Context: an optimization exercise on an open-source flow, tuned for small area, a short achievable clock period and few clock cycles. The choices shown serve that exercise and are no tape-out recipe.
RTL that was checked went through simulation tests only; none was proved equivalent to the original.

==> trial 45 <==
// gcx_enc
module gcx_enc (
    input  wire        clk,
    input  wire        rst,         
    input  wire        in_valid,
    output wire        in_ready,
    input  wire [15:0] in_data,
    input  wire        in_key,
    input  wire        in_last,
    output wire        out_valid,
    input  wire        out_ready,
    output wire [31:0] out_data,
    output wire        out_last,
    output wire        done,
    output wire [31:0] hash,
    output wire [31:0] lcg
);
    localparam [95:0] T1_0_TBL = 96'b010110000001101111100011010000001000101001101010001010001111100011110001000100010110011101111000;
    function [11:0] t1_0;
        input [2:0] d;
        t1_0 = T1_0_TBL[d * 12 +: 12];
    endfunction
    localparam [95:0] T1_1_TBL = 96'b110011000010011011011110000011111010100101010011001101101111101111001000010111100100000000000000;
    function [11:0] t1_1;
        input [2:0] d;
        t1_1 = T1_1_TBL[d * 12 +: 12];
    endfunction
    localparam [95:0] T1_2_TBL = 96'b001001100101110000111001011111010000001101100111110100111011100011010010010001101001000000000000;
    function [11:0] t1_2;
        input [2:0] d;
        t1_2 = T1_2_TBL[d * 12 +: 12];
    endfunction
    localparam [95:0] T1_3_TBL = 96'b010011101011110001011010010110001100110011111011011000101101110110011100011011001110000000000000;
    function [11:0] t1_3;
        input [2:0] d;
        t1_3 = T1_3_TBL[d * 12 +: 12];
    endfunction
    localparam [95:0] T1_4_TBL = 96'b101011011110110101100010000110101001010000101101011010110001100100110101101110111001000000000000;
    function [11:0] t1_4;
        input [2:0] d;
        t1_4 = T1_4_TBL[d * 12 +: 12];
    endfunction
  ...
Settings: LEC_CHECK=0, CAP_MARGIN=50, CORE_MARGIN=2, CORE_UTILIZATION=40, SLEW_MARGIN=60; clock period 36.0 ns.
run.sh (not shown) runs the stock make flow with config.mk's settings and CLKGATE_MAP_FILE= SYNTH_SCRIPT=/design/flow/synth_recipe.tcl, a recipe that flattens the netlist after the stock synthesis.
==> inputs of build 17, as changes to trial 45 <==
--- a/flow/design.v
+++ b/flow/design.v
@@ -193,27 +193,26 @@
             bw = 1'b0;
             for (i = 0; i < 15; i = i + 1)
                 bw = (~y[i] & k[i]) | (~(y[i] ^ k[i]) & bw);
             ge15 = ~bw;
         end
     endfunction
     reg  [31:0] h;           
-    reg         hfirst;      
+    reg         hclr;        
     reg  [15:0] u;           
     reg         uv;          
     reg         uf;          
-    reg         ul;          
     reg         seedp;       
     reg  [14:0] Y;           
     reg  [5:0]  z;           
     reg  [2:0]  qY;          
     reg         conv;        
-    reg         np;          
-    reg  [19:0] sbuf;        
-    reg  [3:0]  L;           
+    reg         np1, np;     
+    reg  [13:0] sbuf;        
+    reg  [2:0]  L;           
     reg         inpay;       
     reg         lastin;      
     reg         rdy;
     reg         ov;          
     reg  [31:0] odat;        
     reg         olast;
     reg         dn;
@@ -1004,27 +1003,24 @@
     wire cx_26 = Y[13] ^ cva[13] ^ cvb[13];
     wire cx_27 = (Y[13] & cva[13]) | (Y[13] & cvb[13]) | (cva[13] & cvb[13]);
     wire cx_28 = Y[14] ^ cva[14] ^ cvb[14];
     wire cx_29 = (Y[14] & cva[14]) | (Y[14] & cvb[14]) | (cva[14] & cvb[14]);
     wire [17:0] cx0 = {cva[17], cva[16], cx_29, cx_27, cx_25, cx_23, cx_21, cx_19, cx_17, cx_15, cx_13, cx_11, cx_9, cx_7, cx_5, cx_3, cx_1, cx_0};
     wire [17:0] cx1 = {1'b0, 1'b0, cva[15], cx_28, cx_26, cx_24, cx_22, cx_20, cx_18, cx_16, cx_14, cx_12, cx_10, cx_8, cx_6, cx_4, cx_2, 1'b0};
     wire [17:0] sc = cx0 + cx1;
-    wire        full = (L >= 4'd3);
+    wire [21:0] qv = {sbuf, 8'd0} | ({in_data[7:0], 14'd0} >> {L[1:0], 1'b0});
+    wire [21:0] qe = fbyte ? qv : {sbuf, 8'd0};
+    wire [3:0]  T  = {1'b0, L} + (fbyte ? 4'd4 : 4'd0);
+    wire        full = L[2] | (L[1] & L[0]);
     wire [1:0]  c    = (lastin & ~full) ? L[1:0] : 2'd3;
-    wire        beat = adv & inpay & (full | (lastin & (L != 4'd0)));
-    wire [19:0] qv = sbuf | (fbyte ? ({in_data[7:0], 12'd0} >> {L[2:0], 1'b0}) : 20'd0);
-    wire [3:0]  Lb = L - {2'd0, c}, Lf = L + 4'd4, Lbf = L + 4'd1;
-    wire [3:0]  Ln = beat ? (fbyte ? Lbf : Lb) : (fbyte ? Lf : L);
-    wire        room0 = (L <= 4'd6), room1 = (L <= 4'd2), room2 = (L <= 4'd9), room3 = (L <= 4'd5);
-    wire        roomn = beat ? (fbyte ? room3 : room2) : (fbyte ? room1 : room0);
+    wire        beat = adv & inpay & (full | fbyte | (lastin & (L != 3'd0)));
+    wire [3:0]  Ln   = beat ? T - {2'd0, c} : T;
     wire        lastn = (fbyte & in_last) | (lastin & ~dn);
-    wire        upd   = uv & (~lastin | dn);
-    wire        uvn   = fkey | (uv & ~upd);
-    wire        uln   = fkey ? in_last : ul;
-    wire        npn   = (upd & ul) | (np & ~dn);
+    wire        np1n  = fkey & in_last;
+    wire        npn   = np1 | (np & ~dn);
     wire        dnn   = (ov & out_ready & olast) | (np & ~dn);
     wire [31:0] hb = uf ? 32'd0 : h;
     wire hm_0 = ~hb[0] ^ u[0] ^ 1'b1;
     wire hm_1 = (~hb[0] & u[0]) | (~hb[0] & 1'b1) | (u[0] & 1'b1);
     wire hm_2 = hb[0] ^ ~hb[5] ^ u[5];
     wire hm_3 = (hb[0] & ~hb[5]) | (hb[0] & u[5]) | (~hb[5] & u[5]);
     wire hm_4 = hb[1] ^ ~hb[6] ^ u[6];
@@ -1181,68 +1177,67 @@
     wire hm_155 = hm_135 ? hm_142 : hm_54;
     wire hm_156 = hm_135 ? hm_144 : hm_56;
     wire hm_157 = hm_135 ? hm_146 : hm_58;
     wire hm_158 = hm_135 ? hm_148 : hm_60;
     wire hm_159 = hm_135 ? hm_150 : hm_62;
     wire hm_160 = hm_135 ? hm_151 : 1'b0;
     wire [31:0] hn = {hm_159, hm_158, hm_157, hm_156, hm_155, hm_154, hm_153, hm_152, hm_134, hm_133, hm_132, hm_131, hm_130, hm_129, hm_128, hm_127, hm_109, hm_108, hm_107, hm_106, hm_105, hm_104, hm_103, hm_102, hm_68, hm_66, hm_64, hm_36, hm_32, hm_28, hm_24, hm_0};
-    wire [5:0] cs = sbuf[19:14] ^ {k1, k2, k3};
+    wire [5:0] cs = qe[21:16] ^ {k1, k2, k3};
     wire [7:0] q0 = e0(cs[5:4]);
     wire [7:0] q1 = e1({cs[5:2], c == 2'd1});
     wire [7:0] q2 = e2({c, cs[3:0]});
     wire [7:0] q3 = e3({c == 2'd3, cs[1:0]});
     always @(posedge clk) begin
-        if (fkey) begin
-            u  <= in_data;
-            uf <= hfirst;
-        end
-        ul <= uln;
-        if (upd)
+        u <= in_data;
+        if (uv)
             h <= hn;
         if (conv | np) begin
             Y[11:0] <= np ? h[17:6] : sc[17:6];
             z <= np ? h[5:0] : sc[5:0];
         end else if (seedp) begin
             Y <= seedY;
             z <= h[5:0];
         end else if (beat) begin
             Y  <= (c == 2'd3) ? y3 : (c == 2'd2) ? y2 : y1;
             z  <= (c == 2'd3) ? z3 : (c == 2'd2) ? z2 : z1;
             qY <= (c == 2'd3) ? n3 : (c == 2'd2) ? n2 : n1;
         end
-        if (adv) begin
+        if (beat) begin
             odat  <= {q3, q2, q1, q0};
-            olast <= lastin & (L <= 4'd3);
+            olast <= lastin & ~L[2];
         end
         if (rst) begin
-            hfirst <= 1'b1;
-            sbuf   <= 20'd0;
+            hclr   <= 1'b1;
+            sbuf   <= 14'd0;
             L      <= 3'd0;
             inpay  <= 1'b0;
             lastin <= 1'b0;
+            np1    <= 1'b0;
             np     <= 1'b0;
             uv     <= 1'b0;
             seedp  <= 1'b0;
             rdy    <= 1'b1;
             ov     <= 1'b0;
             dn     <= 1'b0;
             conv   <= 1'b0;
         end else begin
-            hfirst <= (fire & in_last) | (hfirst & ~fkey);
-            uv     <= uvn;
+            hclr   <= ~fkey & (hclr | dn);
+            uv     <= fkey;
+            uf     <= fkey & (hclr | dn);
             seedp  <= fbyte & ~inpay & ~seedp;
-            sbuf   <= beat ? {qv[13:0], 6'd0} : qv;
-            L      <= Ln;
-            inpay  <= seedp | (inpay & ~conv);
+            sbuf   <= beat ? qe[15:2] : qe[21:8];
+            L      <= Ln[2:0];
+            inpay  <= seedp | (inpay & ~dn);
             lastin <= lastn;
+            np1    <= np1n;
             np     <= npn;
-            rdy    <= ~((uvn & uln) | npn) & (dnn | (lastn ? ~uvn : roomn));
+            rdy    <= dnn | (~lastn & ~np1n & ~npn & (Ln <= 4'd3));
             ov     <= beat | (ov & ~out_ready);
             dn     <= dnn;
-            conv   <= beat & lastin & (L <= 4'd3);
+            conv   <= beat & lastin & ~L[2];
         end
     end
     assign out_data  = odat;
     assign out_valid = ov;
     assign out_last  = olast;
     assign in_ready  = rdy;
     assign done      = dn;
==> inputs of trial 91, as changes to trial 45 <==
--- a/flow/design.v
+++ b/flow/design.v
@@ -193,27 +193,26 @@
             bw = 1'b0;
             for (i = 0; i < 15; i = i + 1)
                 bw = (~y[i] & k[i]) | (~(y[i] ^ k[i]) & bw);
             ge15 = ~bw;
         end
     endfunction
     reg  [31:0] h;           
-    reg         hfirst;      
+    reg         hclr;        
     reg  [15:0] u;           
     reg         uv;          
     reg         uf;          
-    reg         ul;          
     reg         seedp;       
     reg  [14:0] Y;           
     reg  [5:0]  z;           
     reg  [2:0]  qY;          
     reg         conv;        
-    reg         np;          
-    reg  [19:0] sbuf;        
-    reg  [3:0]  L;           
+    reg         np1, np;     
+    reg  [13:0] sbuf;        
+    reg  [2:0]  L;           
     reg         inpay;       
     reg         lastin;      
     reg         rdy;
     reg         ov;          
     reg  [31:0] odat;        
     reg         olast;
     reg         dn;
@@ -1004,27 +1003,24 @@
     wire cx_26 = Y[13] ^ cva[13] ^ cvb[13];
     wire cx_27 = (Y[13] & cva[13]) | (Y[13] & cvb[13]) | (cva[13] & cvb[13]);
     wire cx_28 = Y[14] ^ cva[14] ^ cvb[14];
     wire cx_29 = (Y[14] & cva[14]) | (Y[14] & cvb[14]) | (cva[14] & cvb[14]);
     wire [17:0] cx0 = {cva[17], cva[16], cx_29, cx_27, cx_25, cx_23, cx_21, cx_19, cx_17, cx_15, cx_13, cx_11, cx_9, cx_7, cx_5, cx_3, cx_1, cx_0};
     wire [17:0] cx1 = {1'b0, 1'b0, cva[15], cx_28, cx_26, cx_24, cx_22, cx_20, cx_18, cx_16, cx_14, cx_12, cx_10, cx_8, cx_6, cx_4, cx_2, 1'b0};
     wire [17:0] sc = cx0 + cx1;
-    wire        full = (L >= 4'd3);
+    wire [21:0] qv = {sbuf, 8'd0} | ({in_data[7:0], 14'd0} >> {L[1:0], 1'b0});
+    wire [21:0] qe = fbyte ? qv : {sbuf, 8'd0};
+    wire [3:0]  T  = {1'b0, L} + (fbyte ? 4'd4 : 4'd0);
+    wire        full = L[2] | (L[1] & L[0]);
     wire [1:0]  c    = (lastin & ~full) ? L[1:0] : 2'd3;
-    wire        beat = adv & inpay & (full | (lastin & (L != 4'd0)));
-    wire [19:0] qv = sbuf | (fbyte ? ({in_data[7:0], 12'd0} >> {L[2:0], 1'b0}) : 20'd0);
-    wire [3:0]  Lb = L - {2'd0, c}, Lf = L + 4'd4, Lbf = L + 4'd1;
-    wire [3:0]  Ln = beat ? (fbyte ? Lbf : Lb) : (fbyte ? Lf : L);
-    wire        room0 = (L <= 4'd6), room1 = (L <= 4'd2), room2 = (L <= 4'd9), room3 = (L <= 4'd5);
-    wire        roomn = beat ? (fbyte ? room3 : room2) : (fbyte ? room1 : room0);
+    wire        beat = adv & inpay & (full | fbyte | (lastin & (L != 3'd0)));
+    wire [3:0]  Ln   = beat ? T - {2'd0, c} : T;
     wire        lastn = (fbyte & in_last) | (lastin & ~dn);
-    wire        upd   = uv & (~lastin | dn);
-    wire        uvn   = fkey | (uv & ~upd);
-    wire        uln   = fkey ? in_last : ul;
-    wire        npn   = (upd & ul) | (np & ~dn);
+    wire        np1n  = fkey & in_last;
+    wire        npn   = np1 | (np & ~dn);
     wire        dnn   = (ov & out_ready & olast) | (np & ~dn);
     wire [31:0] hb = uf ? 32'd0 : h;
     wire hm_0 = ~hb[0] ^ u[0] ^ 1'b1;
     wire hm_1 = (~hb[0] & u[0]) | (~hb[0] & 1'b1) | (u[0] & 1'b1);
     wire hm_2 = hb[0] ^ ~hb[5] ^ u[5];
     wire hm_3 = (hb[0] & ~hb[5]) | (hb[0] & u[5]) | (~hb[5] & u[5]);
     wire hm_4 = hb[1] ^ ~hb[6] ^ u[6];
@@ -1181,68 +1177,67 @@
     wire hm_155 = hm_135 ? hm_142 : hm_54;
     wire hm_156 = hm_135 ? hm_144 : hm_56;
     wire hm_157 = hm_135 ? hm_146 : hm_58;
     wire hm_158 = hm_135 ? hm_148 : hm_60;
     wire hm_159 = hm_135 ? hm_150 : hm_62;
     wire hm_160 = hm_135 ? hm_151 : 1'b0;
     wire [31:0] hn = {hm_159, hm_158, hm_157, hm_156, hm_155, hm_154, hm_153, hm_152, hm_134, hm_133, hm_132, hm_131, hm_130, hm_129, hm_128, hm_127, hm_109, hm_108, hm_107, hm_106, hm_105, hm_104, hm_103, hm_102, hm_68, hm_66, hm_64, hm_36, hm_32, hm_28, hm_24, hm_0};
-    wire [5:0] cs = sbuf[19:14] ^ {k1, k2, k3};
+    wire [5:0] cs = qe[21:16] ^ {k1, k2, k3};
     wire [7:0] q0 = e0(cs[5:4]);
     wire [7:0] q1 = e1({cs[5:2], c == 2'd1});
     wire [7:0] q2 = e2({c, cs[3:0]});
     wire [7:0] q3 = e3({c == 2'd3, cs[1:0]});
     always @(posedge clk) begin
-        if (fkey) begin
-            u  <= in_data;
-            uf <= hfirst;
-        end
-        ul <= uln;
-        if (upd)
+        u <= in_data;
+        if (uv)
             h <= hn;
         if (conv | np) begin
             Y[11:0] <= np ? h[17:6] : sc[17:6];
             z <= np ? h[5:0] : sc[5:0];
         end else if (seedp) begin
             Y <= seedY;
             z <= h[5:0];
         end else if (beat) begin
             Y  <= (c == 2'd3) ? y3 : (c == 2'd2) ? y2 : y1;
             z  <= (c == 2'd3) ? z3 : (c == 2'd2) ? z2 : z1;
             qY <= (c == 2'd3) ? n3 : (c == 2'd2) ? n2 : n1;
         end
-        if (adv) begin
+        if (beat) begin
             odat  <= {q3, q2, q1, q0};
-            olast <= lastin & (L <= 4'd3);
+            olast <= lastin & ~L[2];
         end
         if (rst) begin
-            hfirst <= 1'b1;
-            sbuf   <= 20'd0;
+            hclr   <= 1'b1;
+            sbuf   <= 14'd0;
             L      <= 3'd0;
             inpay  <= 1'b0;
             lastin <= 1'b0;
+            np1    <= 1'b0;
             np     <= 1'b0;
             uv     <= 1'b0;
             seedp  <= 1'b0;
             rdy    <= 1'b1;
             ov     <= 1'b0;
             dn     <= 1'b0;
             conv   <= 1'b0;
         end else begin
-            hfirst <= (fire & in_last) | (hfirst & ~fkey);
-            uv     <= uvn;
+            hclr   <= ~fkey & (hclr | dn);
+            uv     <= fkey;
+            uf     <= fkey & (hclr | dn);
             seedp  <= fbyte & ~inpay & ~seedp;
-            sbuf   <= beat ? {qv[13:0], 6'd0} : qv;
-            L      <= Ln;
-            inpay  <= seedp | (inpay & ~conv);
+            sbuf   <= beat ? qe[15:2] : qe[21:8];
+            L      <= Ln[2:0];
+            inpay  <= seedp | (inpay & ~dn);
             lastin <= lastn;
+            np1    <= np1n;
             np     <= npn;
-            rdy    <= ~((uvn & uln) | npn) & (dnn | (lastn ? ~uvn : roomn));
+            rdy    <= dnn | (~lastn & ~np1n & ~npn & (Ln <= 4'd3));
             ov     <= beat | (ov & ~out_ready);
             dn     <= dnn;
-            conv   <= beat & lastin & (L <= 4'd3);
+            conv   <= beat & lastin & ~L[2];
         end
     end
     assign out_data  = odat;
     assign out_valid = ov;
     assign out_last  = olast;
     assign in_ready  = rdy;
     assign done      = dn;
==> flow/config.mk (replaced) <==
export PLATFORM = sky130hd
export DESIGN_NAME = gcx_enc
export DESIGN_NICKNAME = gcx_enc
export VERILOG_FILES = /design/flow/design.v
export SDC_FILE = /design/flow/constraint.sdc
export NUM_CORES = 4
export LEC_CHECK = 0
export CAP_MARGIN = 50
export CORE_MARGIN = 2
export CORE_UTILIZATION = 60
export SLEW_MARGIN = 60
==> inputs of build 11, as changes to trial 45 <==
--- a/flow/design.v
+++ b/flow/design.v
@@ -193,27 +193,26 @@
             bw = 1'b0;
             for (i = 0; i < 15; i = i + 1)
                 bw = (~y[i] & k[i]) | (~(y[i] ^ k[i]) & bw);
             ge15 = ~bw;
         end
     endfunction
     reg  [31:0] h;           
-    reg         hfirst;      
+    reg         hclr;        
     reg  [15:0] u;           
     reg         uv;          
     reg         uf;          
-    reg         ul;          
     reg         seedp;       
     reg  [14:0] Y;           
     reg  [5:0]  z;           
     reg  [2:0]  qY;          
     reg         conv;        
-    reg         np;          
-    reg  [19:0] sbuf;        
-    reg  [3:0]  L;           
+    reg         np1, np;     
+    reg  [13:0] sbuf;        
+    reg  [2:0]  L;           
     reg         inpay;       
     reg         lastin;      
     reg         rdy;
     reg         ov;          
     reg  [31:0] odat;        
     reg         olast;
     reg         dn;
@@ -1004,27 +1003,24 @@
     wire cx_26 = Y[13] ^ cva[13] ^ cvb[13];
     wire cx_27 = (Y[13] & cva[13]) | (Y[13] & cvb[13]) | (cva[13] & cvb[13]);
     wire cx_28 = Y[14] ^ cva[14] ^ cvb[14];
     wire cx_29 = (Y[14] & cva[14]) | (Y[14] & cvb[14]) | (cva[14] & cvb[14]);
     wire [17:0] cx0 = {cva[17], cva[16], cx_29, cx_27, cx_25, cx_23, cx_21, cx_19, cx_17, cx_15, cx_13, cx_11, cx_9, cx_7, cx_5, cx_3, cx_1, cx_0};
     wire [17:0] cx1 = {1'b0, 1'b0, cva[15], cx_28, cx_26, cx_24, cx_22, cx_20, cx_18, cx_16, cx_14, cx_12, cx_10, cx_8, cx_6, cx_4, cx_2, 1'b0};
     wire [17:0] sc = cx0 + cx1;
-    wire        full = (L >= 4'd3);
+    wire [21:0] qv = {sbuf, 8'd0} | ({in_data[7:0], 14'd0} >> {L[1:0], 1'b0});
+    wire [21:0] qe = fbyte ? qv : {sbuf, 8'd0};
+    wire [3:0]  T  = {1'b0, L} + (fbyte ? 4'd4 : 4'd0);
+    wire        full = L[2] | (L[1] & L[0]);
     wire [1:0]  c    = (lastin & ~full) ? L[1:0] : 2'd3;
-    wire        beat = adv & inpay & (full | (lastin & (L != 4'd0)));
-    wire [19:0] qv = sbuf | (fbyte ? ({in_data[7:0], 12'd0} >> {L[2:0], 1'b0}) : 20'd0);
-    wire [3:0]  Lb = L - {2'd0, c}, Lf = L + 4'd4, Lbf = L + 4'd1;
-    wire [3:0]  Ln = beat ? (fbyte ? Lbf : Lb) : (fbyte ? Lf : L);
-    wire        room0 = (L <= 4'd6), room1 = (L <= 4'd2), room2 = (L <= 4'd9), room3 = (L <= 4'd5);
-    wire        roomn = beat ? (fbyte ? room3 : room2) : (fbyte ? room1 : room0);
+    wire        beat = adv & inpay & (full | fbyte | (lastin & (L != 3'd0)));
+    wire [3:0]  Ln   = beat ? T - {2'd0, c} : T;
     wire        lastn = (fbyte & in_last) | (lastin & ~dn);
-    wire        upd   = uv & (~lastin | dn);
-    wire        uvn   = fkey | (uv & ~upd);
-    wire        uln   = fkey ? in_last : ul;
-    wire        npn   = (upd & ul) | (np & ~dn);
+    wire        np1n  = fkey & in_last;
+    wire        npn   = np1 | (np & ~dn);
     wire        dnn   = (ov & out_ready & olast) | (np & ~dn);
     wire [31:0] hb = uf ? 32'd0 : h;
     wire hm_0 = ~hb[0] ^ u[0] ^ 1'b1;
     wire hm_1 = (~hb[0] & u[0]) | (~hb[0] & 1'b1) | (u[0] & 1'b1);
     wire hm_2 = hb[0] ^ ~hb[5] ^ u[5];
     wire hm_3 = (hb[0] & ~hb[5]) | (hb[0] & u[5]) | (~hb[5] & u[5]);
     wire hm_4 = hb[1] ^ ~hb[6] ^ u[6];
@@ -1181,68 +1177,67 @@
     wire hm_155 = hm_135 ? hm_142 : hm_54;
     wire hm_156 = hm_135 ? hm_144 : hm_56;
     wire hm_157 = hm_135 ? hm_146 : hm_58;
     wire hm_158 = hm_135 ? hm_148 : hm_60;
     wire hm_159 = hm_135 ? hm_150 : hm_62;
     wire hm_160 = hm_135 ? hm_151 : 1'b0;
     wire [31:0] hn = {hm_159, hm_158, hm_157, hm_156, hm_155, hm_154, hm_153, hm_152, hm_134, hm_133, hm_132, hm_131, hm_130, hm_129, hm_128, hm_127, hm_109, hm_108, hm_107, hm_106, hm_105, hm_104, hm_103, hm_102, hm_68, hm_66, hm_64, hm_36, hm_32, hm_28, hm_24, hm_0};
-    wire [5:0] cs = sbuf[19:14] ^ {k1, k2, k3};
+    wire [5:0] cs = qe[21:16] ^ {k1, k2, k3};
     wire [7:0] q0 = e0(cs[5:4]);
     wire [7:0] q1 = e1({cs[5:2], c == 2'd1});
     wire [7:0] q2 = e2({c, cs[3:0]});
     wire [7:0] q3 = e3({c == 2'd3, cs[1:0]});
     always @(posedge clk) begin
-        if (fkey) begin
-            u  <= in_data;
-            uf <= hfirst;
-        end
-        ul <= uln;
-        if (upd)
+        u <= in_data;
+        if (uv)
             h <= hn;
         if (conv | np) begin
             Y[11:0] <= np ? h[17:6] : sc[17:6];
             z <= np ? h[5:0] : sc[5:0];
         end else if (seedp) begin
             Y <= seedY;
             z <= h[5:0];
         end else if (beat) begin
             Y  <= (c == 2'd3) ? y3 : (c == 2'd2) ? y2 : y1;
             z  <= (c == 2'd3) ? z3 : (c == 2'd2) ? z2 : z1;
             qY <= (c == 2'd3) ? n3 : (c == 2'd2) ? n2 : n1;
         end
-        if (adv) begin
+        if (beat) begin
             odat  <= {q3, q2, q1, q0};
-            olast <= lastin & (L <= 4'd3);
+            olast <= lastin & ~L[2];
         end
         if (rst) begin
-            hfirst <= 1'b1;
-            sbuf   <= 20'd0;
+            hclr   <= 1'b1;
+            sbuf   <= 14'd0;
             L      <= 3'd0;
             inpay  <= 1'b0;
             lastin <= 1'b0;
+            np1    <= 1'b0;
             np     <= 1'b0;
             uv     <= 1'b0;
             seedp  <= 1'b0;
             rdy    <= 1'b1;
             ov     <= 1'b0;
             dn     <= 1'b0;
             conv   <= 1'b0;
         end else begin
-            hfirst <= (fire & in_last) | (hfirst & ~fkey);
-            uv     <= uvn;
+            hclr   <= ~fkey & (hclr | dn);
+            uv     <= fkey;
+            uf     <= fkey & (hclr | dn);
             seedp  <= fbyte & ~inpay & ~seedp;
-            sbuf   <= beat ? {qv[13:0], 6'd0} : qv;
-            L      <= Ln;
-            inpay  <= seedp | (inpay & ~conv);
+            sbuf   <= beat ? qe[15:2] : qe[21:8];
+            L      <= Ln[2:0];
+            inpay  <= seedp | (inpay & ~dn);
             lastin <= lastn;
+            np1    <= np1n;
             np     <= npn;
-            rdy    <= ~((uvn & uln) | npn) & (dnn | (lastn ? ~uvn : roomn));
+            rdy    <= dnn | (~lastn & ~np1n & ~npn & (Ln <= 4'd3));
             ov     <= beat | (ov & ~out_ready);
             dn     <= dnn;
-            conv   <= beat & lastin & (L <= 4'd3);
+            conv   <= beat & lastin & ~L[2];
         end
     end
     assign out_data  = odat;
     assign out_valid = ov;
     assign out_last  = olast;
     assign in_ready  = rdy;
     assign done      = dn;
==> flow/config.mk (replaced) <==
export PLATFORM = sky130hd
export DESIGN_NAME = gcx_enc
export DESIGN_NICKNAME = gcx_enc
export VERILOG_FILES = /design/flow/design.v
export SDC_FILE = /design/flow/constraint.sdc
export NUM_CORES = 4
export LEC_CHECK = 0
export CAP_MARGIN = 50
export CORE_MARGIN = 2
export CORE_UTILIZATION = 40
export SLEW_MARGIN = 85
==> notes.md <==
| item | trial 45 | build 11 | trial 91 | build 17 |
|---|---|---|---|---|
| Status | no timing/DRC/antenna violations | no timing/DRC/antenna violations | no timing/DRC/antenna violations | no timing/DRC/antenna violations |
| CTS sink cnt | 131 | 124 | 124 | 124 |
| Floorplan die height | 230 microns | 224 microns | 184 microns | 224 microns |
| Arr. time, crit path | 9800 ps | 11,480 ps | 9550 ps | 9480 ps |
| Via count of the first global-routing pass | 16,400 | 17,400 | 15,600 | 15,400 |
| Clk slew on worst S/H paths | 60 ps | 70 ps | 60 ps | 70 ps |
| Most used cell along the critical path | - | sky130_fd_sc_hd__clkdlybuf4s50_1 | sky130_fd_sc_hd__xnor2_1 | sky130_fd_sc_hd__xnor2_1 |
| Row count | 82 | 80 | 65 | 80 |
| Critical path endpoint | L[3]$_SDFFE_PP0N_ | Y[8]$_DFFE_PP_ | odat[8]$_DFFE_PP_ | odat[8]$_DFFE_PP_ |
| Met2 demand-to-capacity share in global routing | 38.3% | 41.2% | 54.8% | 37.7% |
| R2R setup slack | 27,040 ps | 24,700 ps | 26,800 ps | 26,760 ps |
| Highest metal used | met5 | met4 | met4 | met4 |
| Grt met1 use | 30.3% | 33.2% | 45.8% | 32.1% |
| Full die area | 52,900 sq um | 50,300 sq um | 33,800 sq um | 50,300 sq um |
| Post-synthesis share of cell area spent on and, or, nand and nor gates | 12.6% | 12.0% | 12.0% | 12.0% |
| Worst-case reg-to-reg path depth | 34 | 36 | 35 | 34 |
| Met2 WL post-DR | 28,600 microns | 30,200 microns | 25,900 microns | 27,000 microns |
| CP bufs+invs | 1 | 18 | 1 | 1 |
| Share of synthesized area occupied by flip-flops and latches | 17.5% | 16.9% | 16.9% | 16.9% |
| Tap cell count | 672 | 615 | 402 | 615 |
| Wire length per cell after detailed routing | 19.5 microns | 19.7 microns | 21.3 microns | 20.2 microns |
Testbench counts of build 17, summed over its fixed seeds: cycles 13,294.
Testbench counts of trial 91, summed over its fixed seeds: cycles 13,294.
Testbench counts of build 11, summed over its fixed seeds: cycles 13,294.
No functional check of the RTL was part of trial 45.

## separate check: timing with driven ports
How much do the figures lean on ideal ports? The routed layouts below were timed once more, with nothing changed but the port constraints. Step 1, drivers: a clkbuf_16 drives clk and a buf_2 each remaining input, both assumed. Step 2 adds t to the input delays and takes it off the output delays; t is the mean of the earliest and latest rising clock arrival at the registers after step 1. Input paths then give back, and output paths get back, about the clock's delay inside the block. a / b / c = no drivers / after step 1 / after step 2; a / b = the first two.
run | t, ns | slack for setup (ns) | hold WS [ns] | worst setup path after step 2 | worst register clock-pin slew, ns
trial 45 | 0.489 | 26.573 / 26.576 / 26.114 | 0.451 / 0.451 / 0.451 | input to register | 0.06 / 0.06
build 17 | 0.478 | 26.708 / 26.735 / 26.257 | 0.474 / 0.474 / 0.474 | input to register | 0.07 / 0.07
trial 91 | 0.477 | 26.625 / 26.656 / 26.179 | 0.474 / 0.474 / 0.474 | input to register | 0.06 / 0.06
build 11 | 0.474 | 24.698 / 24.698 / 24.698 | 0.494 / 0.494 / 0.494 | register to register | 0.07 / 0.07
After both steps every run listed still meets setup and hold. The setup slack of trial 45, which loses most, moves by +0.003 ns with the drivers and by -0.459 ns with both steps.
